This is an optimization exercise on Yosys and OpenROAD, whose aim is small area, a short achievable clock period and few clock cycles per item, not a production implementation.
The RTL was checked by simulation tests, not by an equivalence proof against the original design.
Power and IR drop assume default switching activity.

File: flow/config.mk
export PLATFORM = sky130hd
export DESIGN_NAME = cffu_chk
export DESIGN_NICKNAME = cffu_chk
export VERILOG_FILES = /design/flow/design.v
export SDC_FILE = /design/flow/constraint.sdc
export NUM_CORES = 4
export LEC_CHECK = 0
export CAP_MARGIN = 20
export CORE_MARGIN = 2
export CORE_UTILIZATION = 40
export SETUP_SLACK_MARGIN = 5
export SLEW_MARGIN = 20
File: flow/constraint.sdc
create_clock -name core_clock -period 8.0 [get_ports {clk}]
set_input_delay 1.6000 -clock core_clock [delete_from_list [all_inputs] [get_ports {clk}]]
set_output_delay 1.6000 -clock core_clock [all_outputs]
set_load 0.01 [all_outputs]
File: flow/design.v
module cffu_chk (
    input  wire        clk,
    input  wire        rst,           
    input  wire        cmd_valid,
    output wire        cmd_ready,
    input  wire        cmd_crc32,     
    input  wire [19:0] cmd_len,       
    input  wire [31:0] cmd_expect,    
    input  wire        in_valid,
    output wire        in_ready,
    input  wire [31:0] in_data,
    output reg         done,
    output wire [31:0] result,
    output reg         match
);
    localparam [31:0] CRC_POLY = 32'hEDB88320;
    reg         cr_q;         
    reg         rdy_q;        
    reg         st_ini;       
    reg         st_run;       
    reg         st_afin;      
    reg         st_inv;       
    reg         st_fin;       
    reg  [3:0]  kcnt;
    reg         qstep, a_ex, b_ex;
    reg  [4:0]  icnt;
    reg         empty;        
    reg         alg_crc;
    reg  [1:0]  zpad;         
    reg  [31:0] expect_q;
    reg  [17:0] wcnt;         
    reg         wpart;        
    reg         last1;        
    reg  [31:0] in_q;
    reg         in_v, in_l;
    reg  [9:0]  sw_s;
    reg  [11:0] sw_w;
    reg         sw_v, sw_l;
    reg  [16:0] xq;           
    reg         ga_q, gb_q;   
    reg  [15:0] lo, hi;       
    reg         a16;          
    reg  [1:0]  bh;           
    assign cmd_ready = cr_q;
    assign in_ready  = rdy_q;
    assign result    = {hi, lo};
    wire accept = cmd_valid & cr_q;
    wire crc_last = st_run & alg_crc & in_v & in_l;
    wire adl_last = st_run & !alg_crc & sw_v & sw_l;
    wire take   = in_valid & rdy_q;
    function [17:0] ks_add(input [17:0] a, input [17:0] b);
        integer i, d;
        reg [17:0] g, p, gg, pp;
        begin
            p  = a ^ b;
            g  = a & b;
            gg = g;
            pp = p;
            for (d = 1; d < 18; d = d * 2)
                for (i = 17; i >= d; i = i - 1) begin
                    gg[i] = gg[i] | (pp[i] & gg[i-d]);
                    pp[i] = pp[i] & pp[i-d];
                end
            ks_add = p ^ {gg[16:0], 1'b0};
        end
    endfunction
    function [17:0] csa_s(input [17:0] a, input [17:0] b, input [17:0] c);
        csa_s = a ^ b ^ c;
    endfunction
    function [17:0] csa_c(input [17:0] a, input [17:0] b, input [17:0] c);
        csa_c = {(a[16:0] & b[16:0]) | (a[16:0] & c[16:0]) | (b[16:0] & c[16:0]), 1'b0};
    endfunction
    function [17:0] add3(input [17:0] a, input [17:0] b, input [17:0] c);
        add3 = ks_add(csa_s(a, b, c), csa_c(a, b, c));
    endfunction
    function [6:0] mul15(input [2:0] x);
        case (x)
            3'd0: mul15 = 7'd0;
            3'd1: mul15 = 7'd15;
            3'd2: mul15 = 7'd30;
            3'd3: mul15 = 7'd45;
            3'd4: mul15 = 7'd60;
            3'd5: mul15 = 7'd75;
            3'd6: mul15 = 7'd90;
            default: mul15 = 7'd105;
        endcase
    endfunction
    wire [17:0] len_w  = cmd_len[19:2];
    wire        len_p  = |cmd_len[1:0];
    wire        wc0    = (wcnt == 18'd0);
    wire        wc1    = (wcnt == 18'd1);
    wire        wc2    = (wcnt == 18'd2);
    reg  [17:0] wdec;
    integer     k;
    always @(*) begin
        for (k = 0; k < 18; k = k + 1)
            wdec[k] = wcnt[k] ^ ~(|(wcnt & ((18'd1 << k) - 18'd1)));
    end
    reg [31:0] tmask;
    always @(*) begin
        case (zpad)
            2'd1:    tmask = 32'h00FFFFFF;
            2'd2:    tmask = 32'h0000FFFF;
            2'd3:    tmask = 32'h000000FF;
            default: tmask = 32'hFFFFFFFF;
        endcase
    end
    wire [31:0] in_m = in_data & (last1 ? tmask : 32'hFFFFFFFF);
    wire [7:0]  d0 = in_q[7:0], d1 = in_q[15:8], d2 = in_q[23:16], d3 = in_q[31:24];
    wire [17:0] e0 = {10'd0, d0}, e1 = {10'd0, d1}, e2 = {10'd0, d2}, e3 = {10'd0, d3};
    wire [17:0] s_a = csa_s(e0, e1, e2), s_b = csa_c(e0, e1, e2);
    wire [17:0] s_sum18 = add3(s_a, s_b, e3);
    wire [9:0]  s_sum = s_sum18[9:0];
    wire [17:0] w_a = csa_s(e0 << 2, e1 << 1, e1), w_b = csa_c(e0 << 2, e1 << 1, e1);
    wire [17:0] w_c = csa_s(w_a, w_b, e2 << 1), w_d = csa_c(w_a, w_b, e2 << 1);
    wire [17:0] w_sum18 = add3(w_c, w_d, e3);
    wire [11:0] w_sum = w_sum18[11:0];
    wire [3:0]  zk     = {2'd0, zpad};
    wire        afin_n = adl_last | (st_ini & empty & !alg_crc) | (st_afin & !b_ex);
    wire [3:0]  kcnt_n = st_afin ? kcnt + 4'd1 : 4'd0;
    wire        qstep_n = afin_n & (zpad != 2'd0) & (kcnt_n >= 4'd2) & (kcnt_n <= zk + 4'd1);
    wire        a_ex_n  = afin_n & (kcnt_n == 4'd2);
    wire        b_ex_n  = afin_n & (kcnt_n == ((zpad == 2'd0) ? 4'd3 : zk + 4'd5));
    wire        ga_set = st_afin & (kcnt == 4'd1);
    wire        gb_set = st_afin & (kcnt == ((zpad == 2'd0) ? 4'd2 : zk + 4'd4));
    wire        ge_a   = (&lo[15:4]) & (|lo[3:0]);
    wire        ge_b   = (&hi[15:4]) & (|hi[3:0]);
    wire        fa     = a16 | ga_q;
    wire [1:0]  fb     = {bh[1], bh[0] | gb_q};
    wire [2:0]  a_top  = {a16, lo[15:14]};
    wire [17:0] a_nx18 = add3({2'd0, lo}, {14'd0, fa, fa, fa, fa}, {8'd0, sw_s});
    wire [16:0] a_nx   = a_nx18[16:0];
    wire [17:0] b_nx   = add3({2'd0, hi}, {11'd0, mul15({1'b0, fb})}, {1'b0, xq});
    wire [16:0] x_op1  = sw_v ? {1'b0, lo[13:0], 2'd0} : qstep ? {1'b0, ~lo} : 17'd0;
    wire [16:0] x_op2  = sw_v ? {10'd0, mul15(a_top)} : 17'd0;
    wire [16:0] x_op3  = {5'd0, sw_w} | (qstep ? 17'd65507 : 17'd0);
    wire [17:0] x_nx18 = add3({1'b0, x_op1}, {1'b0, x_op2}, {1'b0, x_op3});
    wire [16:0] x_nx   = x_nx18[16:0];
    function [31:0] crc32_unbit(input [31:0] r);
        reg [31:0] t;
        begin
            t = r[31] ? (r ^ CRC_POLY) : r;
            crc32_unbit = {t[30:0], r[31]};
        end
    endfunction
    wire [31:0] crc_c  = {hi, lo};
    wire [31:0] crc_x  = ~crc_c ^ in_q;
    wire [31:0] crc_t;
    assign crc_t[0] = ((((crc_x[0] ^ crc_x[1]) ^ (crc_x[2] ^ crc_x[3])) ^ ((crc_x[4] ^ crc_x[6]) ^ (crc_x[7] ^ crc_x[8]))) ^ (((crc_x[16] ^ crc_x[20]) ^ (crc_x[22] ^ crc_x[23])) ^ crc_x[26]));
    assign crc_t[1] = ((((crc_x[1] ^ crc_x[2]) ^ (crc_x[3] ^ crc_x[4])) ^ ((crc_x[5] ^ crc_x[7]) ^ (crc_x[8] ^ crc_x[9]))) ^ (((crc_x[17] ^ crc_x[21]) ^ (crc_x[23] ^ crc_x[24])) ^ crc_x[27]));
    assign crc_t[2] = ((((crc_x[0] ^ crc_x[2]) ^ (crc_x[3] ^ crc_x[4])) ^ ((crc_x[5] ^ crc_x[6]) ^ (crc_x[8] ^ crc_x[9]))) ^ (((crc_x[10] ^ crc_x[18]) ^ (crc_x[22] ^ crc_x[24])) ^ (crc_x[25] ^ crc_x[28])));
    assign crc_t[3] = ((((crc_x[1] ^ crc_x[3]) ^ (crc_x[4] ^ crc_x[5])) ^ ((crc_x[6] ^ crc_x[7]) ^ (crc_x[9] ^ crc_x[10]))) ^ (((crc_x[11] ^ crc_x[19]) ^ (crc_x[23] ^ crc_x[25])) ^ (crc_x[26] ^ crc_x[29])));
    assign crc_t[4] = ((((crc_x[2] ^ crc_x[4]) ^ (crc_x[5] ^ crc_x[6])) ^ ((crc_x[7] ^ crc_x[8]) ^ (crc_x[10] ^ crc_x[11]))) ^ (((crc_x[12] ^ crc_x[20]) ^ (crc_x[24] ^ crc_x[26])) ^ (crc_x[27] ^ crc_x[30])));
    assign crc_t[5] = ((((crc_x[0] ^ crc_x[3]) ^ (crc_x[5] ^ crc_x[6])) ^ ((crc_x[7] ^ crc_x[8]) ^ (crc_x[9] ^ crc_x[11]))) ^ (((crc_x[12] ^ crc_x[13]) ^ (crc_x[21] ^ crc_x[25])) ^ ((crc_x[27] ^ crc_x[28]) ^ crc_x[31])));
    assign crc_t[6] = ((((crc_x[0] ^ crc_x[2]) ^ (crc_x[3] ^ crc_x[9])) ^ ((crc_x[10] ^ crc_x[12]) ^ (crc_x[13] ^ crc_x[14]))) ^ (((crc_x[16] ^ crc_x[20]) ^ (crc_x[23] ^ crc_x[28])) ^ crc_x[29]));
    assign crc_t[7] = ((((crc_x[1] ^ crc_x[3]) ^ (crc_x[4] ^ crc_x[10])) ^ ((crc_x[11] ^ crc_x[13]) ^ (crc_x[14] ^ crc_x[15]))) ^ (((crc_x[17] ^ crc_x[21]) ^ (crc_x[24] ^ crc_x[29])) ^ crc_x[30]));
    assign crc_t[8] = ((((crc_x[0] ^ crc_x[2]) ^ (crc_x[4] ^ crc_x[5])) ^ ((crc_x[11] ^ crc_x[12]) ^ (crc_x[14] ^ crc_x[15]))) ^ (((crc_x[16] ^ crc_x[18]) ^ (crc_x[22] ^ crc_x[25])) ^ (crc_x[30] ^ crc_x[31])));
    assign crc_t[9] = ((((crc_x[0] ^ crc_x[2]) ^ (crc_x[4] ^ crc_x[5])) ^ ((crc_x[7] ^ crc_x[8]) ^ (crc_x[12] ^ crc_x[13]))) ^ (((crc_x[15] ^ crc_x[17]) ^ (crc_x[19] ^ crc_x[20])) ^ (crc_x[22] ^ crc_x[31])));
    assign crc_t[10] = ((((crc_x[0] ^ crc_x[2]) ^ (crc_x[4] ^ crc_x[5])) ^ ((crc_x[7] ^ crc_x[9]) ^ (crc_x[13] ^ crc_x[14]))) ^ ((crc_x[18] ^ crc_x[21]) ^ (crc_x[22] ^ crc_x[26])));
    assign crc_t[11] = ((((crc_x[1] ^ crc_x[3]) ^ (crc_x[5] ^ crc_x[6])) ^ ((crc_x[8] ^ crc_x[10]) ^ (crc_x[14] ^ crc_x[15]))) ^ ((crc_x[19] ^ crc_x[22]) ^ (crc_x[23] ^ crc_x[27])));
    assign crc_t[12] = ((((crc_x[2] ^ crc_x[4]) ^ (crc_x[6] ^ crc_x[7])) ^ ((crc_x[9] ^ crc_x[11]) ^ (crc_x[15] ^ crc_x[16]))) ^ ((crc_x[20] ^ crc_x[23]) ^ (crc_x[24] ^ crc_x[28])));
    assign crc_t[13] = ((((crc_x[0] ^ crc_x[3]) ^ (crc_x[5] ^ crc_x[7])) ^ ((crc_x[8] ^ crc_x[10]) ^ (crc_x[12] ^ crc_x[16]))) ^ (((crc_x[17] ^ crc_x[21]) ^ (crc_x[24] ^ crc_x[25])) ^ crc_x[29]));
    assign crc_t[14] = ((((crc_x[0] ^ crc_x[1]) ^ (crc_x[4] ^ crc_x[6])) ^ ((crc_x[8] ^ crc_x[9]) ^ (crc_x[11] ^ crc_x[13]))) ^ (((crc_x[17] ^ crc_x[18]) ^ (crc_x[22] ^ crc_x[25])) ^ (crc_x[26] ^ crc_x[30])));
    assign crc_t[15] = ((((crc_x[1] ^ crc_x[2]) ^ (crc_x[5] ^ crc_x[7])) ^ ((crc_x[9] ^ crc_x[10]) ^ (crc_x[12] ^ crc_x[14]))) ^ (((crc_x[18] ^ crc_x[19]) ^ (crc_x[23] ^ crc_x[26])) ^ (crc_x[27] ^ crc_x[31])));
    assign crc_t[16] = ((((crc_x[1] ^ crc_x[4]) ^ (crc_x[7] ^ crc_x[10])) ^ ((crc_x[11] ^ crc_x[13]) ^ (crc_x[15] ^ crc_x[16]))) ^ (((crc_x[19] ^ crc_x[22]) ^ (crc_x[23] ^ crc_x[24])) ^ ((crc_x[26] ^ crc_x[27]) ^ crc_x[28])));
    assign crc_t[17] = ((((crc_x[2] ^ crc_x[5]) ^ (crc_x[8] ^ crc_x[11])) ^ ((crc_x[12] ^ crc_x[14]) ^ (crc_x[16] ^ crc_x[17]))) ^ (((crc_x[20] ^ crc_x[23]) ^ (crc_x[24] ^ crc_x[25])) ^ ((crc_x[27] ^ crc_x[28]) ^ crc_x[29])));
    assign crc_t[18] = ((((crc_x[0] ^ crc_x[3]) ^ (crc_x[6] ^ crc_x[9])) ^ ((crc_x[12] ^ crc_x[13]) ^ (crc_x[15] ^ crc_x[17]))) ^ (((crc_x[18] ^ crc_x[21]) ^ (crc_x[24] ^ crc_x[25])) ^ ((crc_x[26] ^ crc_x[28]) ^ (crc_x[29] ^ crc_x[30]))));
    assign crc_t[19] = (((((crc_x[0] ^ crc_x[1]) ^ (crc_x[4] ^ crc_x[7])) ^ ((crc_x[10] ^ crc_x[13]) ^ (crc_x[14] ^ crc_x[16]))) ^ (((crc_x[18] ^ crc_x[19]) ^ (crc_x[22] ^ crc_x[25])) ^ ((crc_x[26] ^ crc_x[27]) ^ (crc_x[29] ^ crc_x[30])))) ^ crc_x[31]);
    assign crc_t[20] = (((((crc_x[0] ^ crc_x[3]) ^ (crc_x[4] ^ crc_x[5])) ^ ((crc_x[6] ^ crc_x[7]) ^ (crc_x[11] ^ crc_x[14]))) ^ (((crc_x[15] ^ crc_x[16]) ^ (crc_x[17] ^ crc_x[19])) ^ ((crc_x[22] ^ crc_x[27]) ^ (crc_x[28] ^ crc_x[30])))) ^ crc_x[31]);
    assign crc_t[21] = ((((crc_x[0] ^ crc_x[2]) ^ (crc_x[3] ^ crc_x[5])) ^ ((crc_x[12] ^ crc_x[15]) ^ (crc_x[17] ^ crc_x[18]))) ^ (((crc_x[22] ^ crc_x[26]) ^ (crc_x[28] ^ crc_x[29])) ^ crc_x[31]));
    assign crc_t[22] = ((((crc_x[2] ^ crc_x[7]) ^ (crc_x[8] ^ crc_x[13])) ^ ((crc_x[18] ^ crc_x[19]) ^ (crc_x[20] ^ crc_x[22]))) ^ ((crc_x[26] ^ crc_x[27]) ^ (crc_x[29] ^ crc_x[30])));
    assign crc_t[23] = ((((crc_x[0] ^ crc_x[3]) ^ (crc_x[8] ^ crc_x[9])) ^ ((crc_x[14] ^ crc_x[19]) ^ (crc_x[20] ^ crc_x[21]))) ^ (((crc_x[23] ^ crc_x[27]) ^ (crc_x[28] ^ crc_x[30])) ^ crc_x[31]));
    assign crc_t[24] = ((((crc_x[2] ^ crc_x[3]) ^ (crc_x[6] ^ crc_x[7])) ^ ((crc_x[8] ^ crc_x[9]) ^ (crc_x[10] ^ crc_x[15]))) ^ (((crc_x[16] ^ crc_x[21]) ^ (crc_x[23] ^ crc_x[24])) ^ ((crc_x[26] ^ crc_x[28]) ^ (crc_x[29] ^ crc_x[31]))));
    assign crc_t[25] = ((((crc_x[1] ^ crc_x[2]) ^ (crc_x[6] ^ crc_x[9])) ^ ((crc_x[10] ^ crc_x[11]) ^ (crc_x[17] ^ crc_x[20]))) ^ (((crc_x[23] ^ crc_x[24]) ^ (crc_x[25] ^ crc_x[26])) ^ ((crc_x[27] ^ crc_x[29]) ^ crc_x[30])));
    assign crc_t[26] = ((((crc_x[2] ^ crc_x[3]) ^ (crc_x[7] ^ crc_x[10])) ^ ((crc_x[11] ^ crc_x[12]) ^ (crc_x[18] ^ crc_x[21]))) ^ (((crc_x[24] ^ crc_x[25]) ^ (crc_x[26] ^ crc_x[27])) ^ ((crc_x[28] ^ crc_x[30]) ^ crc_x[31])));
    assign crc_t[27] = (((((crc_x[0] ^ crc_x[1]) ^ (crc_x[2] ^ crc_x[6])) ^ ((crc_x[7] ^ crc_x[11]) ^ (crc_x[12] ^ crc_x[13]))) ^ (((crc_x[16] ^ crc_x[19]) ^ (crc_x[20] ^ crc_x[23])) ^ ((crc_x[25] ^ crc_x[27]) ^ (crc_x[28] ^ crc_x[29])))) ^ crc_x[31]);
    assign crc_t[28] = ((((crc_x[0] ^ crc_x[4]) ^ (crc_x[6] ^ crc_x[12])) ^ ((crc_x[13] ^ crc_x[14]) ^ (crc_x[16] ^ crc_x[17]))) ^ (((crc_x[21] ^ crc_x[22]) ^ (crc_x[23] ^ crc_x[24])) ^ ((crc_x[28] ^ crc_x[29]) ^ crc_x[30])));
    assign crc_t[29] = ((((crc_x[0] ^ crc_x[1]) ^ (crc_x[5] ^ crc_x[7])) ^ ((crc_x[13] ^ crc_x[14]) ^ (crc_x[15] ^ crc_x[17]))) ^ (((crc_x[18] ^ crc_x[22]) ^ (crc_x[23] ^ crc_x[24])) ^ ((crc_x[25] ^ crc_x[29]) ^ (crc_x[30] ^ crc_x[31]))));
    assign crc_t[30] = ((((crc_x[3] ^ crc_x[4]) ^ (crc_x[7] ^ crc_x[14])) ^ ((crc_x[15] ^ crc_x[18]) ^ (crc_x[19] ^ crc_x[20]))) ^ (((crc_x[22] ^ crc_x[24]) ^ (crc_x[25] ^ crc_x[30])) ^ crc_x[31]));
    assign crc_t[31] = ((((crc_x[0] ^ crc_x[1]) ^ (crc_x[2] ^ crc_x[3])) ^ ((crc_x[5] ^ crc_x[6]) ^ (crc_x[7] ^ crc_x[15]))) ^ (((crc_x[19] ^ crc_x[21]) ^ (crc_x[22] ^ crc_x[25])) ^ crc_x[31]));
    wire [31:0] crc_nx = ~crc_t;
    wire [31:0] crc_iv = ~crc32_unbit(~crc_c);
    wire inv_last   = st_inv & (icnt == 5'd0);
    wire to_fin     = (crc_last & (zpad == 2'd0)) | (st_ini & empty & alg_crc) | b_ex | inv_last;
    always @(posedge clk) begin
        if (cr_q) begin
            alg_crc  <= cmd_crc32;
            zpad     <= -cmd_len[1:0];
            expect_q <= cmd_expect;
            empty    <= (cmd_len == 20'd0);
        end
        if (cr_q) begin
            wcnt  <= len_w;
            wpart <= len_p;
            last1 <= (len_w == 18'd1 && !len_p) || (len_w == 18'd0 && len_p);
        end else if (take) begin
            if (!wc0) wcnt <= wdec;
            else      wpart <= 1'b0;
            last1 <= (wc2 && !wpart) || (wc1 && wpart);
        end
        in_q <= in_m;
        sw_s <= in_v ? s_sum : 10'd0;
        sw_w <= in_v ? w_sum : 12'd0;
        xq   <= x_nx;
        ga_q <= ga_set & ge_a & !a16;
        gb_q <= gb_set & ge_b & !bh[0];
        if (st_ini) begin
            lo  <= alg_crc ? 16'd0 : 16'd1;
            hi  <= 16'd0;
            a16 <= 1'b0;
            bh  <= 2'd0;
        end else if (alg_crc) begin
            if (st_run & in_v)
                {hi, lo} <= crc_nx;
            else if (st_inv)
                {hi, lo} <= crc_iv;
        end else if (st_run | st_afin) begin
            {a16, lo} <= a_nx;
            {bh, hi}  <= b_nx;
            if (a_ex) a16 <= 1'b0;
            if (b_ex) bh  <= 2'd0;
        end
        if (st_ini)
            icnt <= {zpad, 3'b000} - 5'd1;
        else if (st_inv)
            icnt <= icnt - 5'd1;
        kcnt <= kcnt_n;
        if (rst) begin
            cr_q    <= 1'b1;
            rdy_q   <= 1'b0;
            st_ini  <= 1'b0;
            st_run  <= 1'b0;
            st_afin <= 1'b0;
            qstep   <= 1'b0;
            a_ex    <= 1'b0;
            b_ex    <= 1'b0;
            st_inv  <= 1'b0;
            st_fin  <= 1'b0;
            done    <= 1'b0;
            match   <= 1'b0;
            in_v    <= 1'b0;
            in_l    <= 1'b0;
            sw_v    <= 1'b0;
            sw_l    <= 1'b0;
        end else begin
            in_v <= take;
            in_l <= take & last1;
            sw_v <= in_v;
            sw_l <= in_l;
            done  <= st_fin;
            match <= ({hi, lo} == expect_q);
            st_ini  <= accept;
            st_run  <= (st_ini & !empty) | (st_run & !crc_last & !adl_last);
            st_afin <= afin_n;
            qstep   <= qstep_n;
            a_ex    <= a_ex_n;
            b_ex    <= b_ex_n;
            st_inv  <= (crc_last & (zpad != 2'd0)) | (st_inv & !inv_last);
            st_fin  <= to_fin;
            cr_q    <= to_fin | (cr_q & !accept);
            if (accept)
                rdy_q <= (cmd_len != 20'd0);
            else if (take & last1)
                rdy_q <= 1'b0;
        end
    end
endmodule
File: flow/run.sh
#!/bin/bash
# synth_recipe.tcl (not shown) runs the flow's synth.tcl, then flattens the netlist and writes it again
# the make line also repeats each setting of config.mk as NAME=value (left out here)
make -C /OpenROAD-flow-scripts/flow DESIGN_CONFIG=/design/flow/config.mk WORK_HOME=/design/flow/orfs CLKGATE_MAP_FILE= SYNTH_SCRIPT=/design/flow/synth_recipe.tcl finish
==> load_flow_metrics.sql <==
INSERT INTO impl_metrics (metric_group, metric, value, unit) VALUES
('routing', 'initialDrtViolationCount', '771', ''),
('placed_design', 'globalplace.congestion', '1.01', ''),
('clock_network', 'clock_path_buffers', '2', ''),
('sta', 'tightest_slew', '0.861', 'ns'),
('sta', 'finalSetupViolations', '0', ''),
('synthesis', 'synthesis.area', '15000', 'um2'),
('floorplan', 'floorplan.core_area', '36700', 'um2'),
('global_route', 'via_count_of_the_first_global_routing_pass', '11486', ''),
('floorplan', 'fp.dieW', '197', 'um'),
('clock_network', 'hold_buffers', '0', ''),
('routing', 'via_count_of_the_routed_design', '11454', ''),
('floorplan', 'fp.dieH', '197', 'um'),
('global_route', 'pin_count_of_the_biggest_net_entering_global_routing', '75', ''),
('worst_setup_path', 'timing.setup.critical_path_class', 'reg2reg', ''),
('floorplan', 'start_util', '0.408', ''),
('routing', 'wl', '48400', 'um'),
('sta', 'rsz_0062_raised_after_global_routing', 'yes', ''),
('worst_setup_path', 'start_kind', 'register', ''),
('flow_run', 'number_of_max_capacitance_violations_reported', '0', ''),
('outcome', 'outcome', 'no timing/DRC/antenna violations', ''),
('global_route', 'grt_util_all_layers', '0.252', ''),
('global_route', 'grt_overflow_total', '0', ''),
('routing', 'routed_via_density', '5.25', ''),
('floorplan', 'rows', '70', ''),
('floorplan', 'dieArea', '39000', 'um2'),
('routing', 'routed_wire_per_std_cell', '22.2', 'um'),
('clock_network', 'clockRootBuffer', 'sky130_fd_sc_hd__clkbuf_16', ''),
('synthesis', 'synth.ff_latch_count', '189', ''),
('power_and_ir_drop', 'power_density', '316', 'nW/um2'),
('sta', 'final.period_utilization', '0.441', ''),
('clock_network', 'worst_setup_hold_path_clk_slew', '0.08', 'ns'),
('cells_and_area', 'layout-area-overhead-vs-synth', '27.8', '%'),
('power_and_ir_drop', 'static_leakage', '8.06', 'nW'),
('clock_network', 'htreeDepth', '4', ''),
('placed_design', 'setup_slack_placement', '4.21', 'ns'),
('synthesis', 'synth_fp_nets', '1753', ''),
('placed_design', 'io_buffers', '124', ''),
('synthesis', 'syn-mean-instance-area', '10.1', 'um2'),
('sta', 'slew-limit-headroom', '0.426', ''),
('worst_setup_path', 'critical_path_arrival', '3.92', 'ns'),
('routing', 'detail_route.first_pass.iterations', '5', ''),
('min_path', 'hold_class', 'reg2reg', ''),
('clock_network', 'numClockSinks', '189', ''),
('synthesis', 'async_reset_ff_frac', '0', ''),
('clock_network', 'tritoncts', 'yes', ''),
('synthesis', 'synth_warn', '1', ''),
('sta', 'tns', '0', 'ns'),
('sta', 'max_clock_freq', '284', 'MHz'),
('placed_design', 'dp.final_hpwl', '36200', 'um'),
('sta', 'skew', '0.0193', 'ns'),
('cells_and_area', 'design.final.nets', '1966', ''),
('global_route', 'antenna_found_initial', '4', ''),
('synthesis', 'synthFlopType', 'sky130_fd_sc_hd__dfxtp_1', ''),
('synthesis', 'synth_edf_count', '77', ''),
('synthesis', 'synth_cell_type_count', '71', ''),
('global_route', 'global_route_wire_length_before_repair', '71800', 'um'),
('worst_setup_path', 'required_arrival_time_at_the_worst_endpoint', '8.40', 'ns'),
('sta', 'finalHoldViolations', '0', ''),
('cells_and_area', 'antenna_diode_count', '0', ''),
('cells_and_area', 'final_layout_size_suffix_gt1_frac', '0.225', ''),
('worst_setup_path', 'crit_path_max_fanout', '2', ''),
('floorplan', 'design.portCount', '125', ''),
('routing', 'detail_route.drc_violations', '0', ''),
('synthesis', 'synthCells', '1487', ''),
('synthesis', 'sequential_share_of_the_synthesized_area', '0.304', ''),
('clock_network', 'clock_latency', '0.46', 'ns'),
('power_and_ir_drop', 'peakVddDrop', '0.209', 'mV'),
('worst_setup_path', 'end_kind', 'register', ''),
('clock_network', 'cts_buf_count', '17', ''),
('sta', 'fin_crit', '3.52', 'ns'),
('sta', 'final_max_slew_viol_count', '0', ''),
('routing', 'postRouteAntennaNets', '0', ''),
('sta', 'setup_slack', '4.48', 'ns');
[worst paths after layout]
check                           startpoint  endpoint  slack [ns]  depth (start not counted)
worst max-delay path               in_q[9]  sw_w[10]        4.48                         14
worst min-delay path                st_fin      done        0.46                          1
worst max register to register     in_q[9]  sw_w[10]        4.48                         14
worst min register to register      st_fin      done        0.46                          1
[worst max-delay path: stages (launching register included)]
cell and delay, ns:
sky130_fd_sc_hd__dfxtp_4 0.35, sky130_fd_sc_hd__fa_1 0.49, sky130_fd_sc_hd__fa_1 0.49, sky130_fd_sc_hd__inv_1 0.05, sky130_fd_sc_hd__fa_1 0.49, sky130_fd_sc_hd__inv_2 0.06
sky130_fd_sc_hd__ha_4 0.20, sky130_fd_sc_hd__a21o_1 0.17, sky130_fd_sc_hd__a21o_1 0.18, sky130_fd_sc_hd__a21o_1 0.17, sky130_fd_sc_hd__a21oi_2 0.18, sky130_fd_sc_hd__o21ai_2 0.09
sky130_fd_sc_hd__a31oi_1 0.17, sky130_fd_sc_hd__xor2_1 0.23, sky130_fd_sc_hd__and2_1 0.16
[stage by stage]
| step | utilization | power (mW) | hold slack, ns | instance area (um2) | instances |
|---|---|---|---|---|---|
| final | 0.521 | 6.05 | 0.456 | 19100 | 2181 |
| after global routing | 0.521 | 6.34 | 0.481 | 19100 | 2181 |
| after CTS | 0.502 | 5.88 | 0.466 | 18400 | 2157 |
| after detailed placement | 0.456 | 4.86 | 0.439 | 16700 | 2032 |
| after global placement | 0.456 | 4.86 | 0.454 | 16700 | 2032 |
| after floorplan | - | 3.92 | 0.414 | 15200 | 1487 |
[cells in the final DEF, fill, tap and decap left out, drive strengths merged, types with 12 or more instances in the layout]
cell,count
inv,107
xnor2,283
nand4,12
o21bai,12
xor2,79
nor3,18
clkbuf,20
nor2,106
edfxtp,77
a21oi,64
dfxtp,112
a21o,22
buf,129
dlygate4sd2,22
ha,122
a211oi,13
and2,39
nand3,18
fa,55
nand2,63
nor2b,27
nor4,17
o21ai,40
clkdlybuf4s50,91
o22ai,14
[flip-flops by register name, indices dropped and copies added (netlist names), 4 cells and up]
name and count:
expect_q 32, in_q 32, wcnt 18, xq 17, hi 16, lo 16
sw_w 12, sw_s 10, icnt 5, kcnt 4
[synthesized netlist by cell type, drive strengths merged, types with 4 or more instances]
library cell  count  area (um2)
ha              122        1530
or2              11        68.8
xor2             79         737
fa               55        1100
o21a              8        60.1
nand4            12        75.1
buf              30         175
o21bai           12        90.1
nor3             18        90.1
nand2            63         236
mux2i             8        80.1
a311oi            4        35.0
edfxtp           77        2310
or4               4        30.0
nor2            106         398
nand2b           10        62.6
o21ai            40         200
and3              6        37.5
and2             39         245
nor2b            27         169
o31ai             7        52.6
inv             104         390
xnor3             6         135
a31oi             8        50.1
nor4             17         106
a21oi            64         324
o211ai            6        45.0
xnor2           283        2820
a21o             22         165
or3               6        37.5
o22ai            14        87.6
a22o             11        96.3
clkbuf           26         158
a211oi           13        97.6
dfxtp           112        2240
nand3            18        90.1
[timing repair]
action,CTS,global route
buffers inserted,93,24
gates resized for setup,152,103
pin swaps,64,75
setup endpoints to repair,79,74
[final cells by class]
type	instances	area (um2)
clock inverter	12	86.3
inverter	105	407
clock buffer	20	458
timing repair buffer	250	2300
fill	3252	17600
sequential	189	4630
tap	468	586
multi-input combinational	1137	10700
[logic make-up (layout without fill, tap and decap cells)]
kind of cell / count (synthesis) / count (layout) / synth area share
AO/OA/AOI/OAI: 235 / 235 / 0.102
XOR/XNOR: 369 / 369 / 0.248
adder cells (fa/ha/maj): 177 / 177 / 0.176
buffers and inverters: 161 / 387 / 0.0486
flip-flops: 189 / 189 / 0.304
multiplexers: 8 / 8 / 0.00535
AND/OR/NAND/NOR: 348 / 348 / 0.116
[power breakdown]
group / leakage, nW / total (mW) / internal (mW) / switching, mW
registers: 1.70 / 1.25 / 1.12 / 0.134
logic: 6.09 / 3.97 / 1.85 / 2.12
clock network: 0.265 / 0.825 / 0.418 / 0.406
[routing by layer]
layer / up-vias / track usage / wire length [um]
met4: 2 / 0.0991 / 1580
met2: 363 / 0.407 / 22700
met1: 5564 / 0.339 / 21500
met3: 72 / 0.0401 / 2630
met5: - / 0 / 8
li1: 5453 / - / -
Testbench counts, summed over its fixed seeds: cycles 47,128, bytes 184,073.

what the ideal ports hide:
How much do the figures lean on ideal ports? The routed layout below was timed once more, with nothing changed but the port constraints. Step 1 (the two cells are an assumption about what drives the block):
set clk [get_ports {clk}]
set_driving_cell -lib_cell sky130_fd_sc_hd__clkbuf_16 $clk
set_driving_cell -lib_cell sky130_fd_sc_hd__buf_2 [delete_from_list [all_inputs] $clk]
Step 2 also shifts input and output timing later by t, the mid clock arrival at the registers, as if the neighbouring blocks saw the same clock. Three values: ideal, step 1, step 2; two values: the first two.
t, ns: 0.506
setup slack, ns: 4.476 / 4.476 / 4.476
worst register clock-pin slew, ns: 0.08 / 0.08
After both steps setup and hold are still met in this run. For this run, drivers alone change the setup slack by 0.000 ns; drivers and shift together by 0.000 ns.
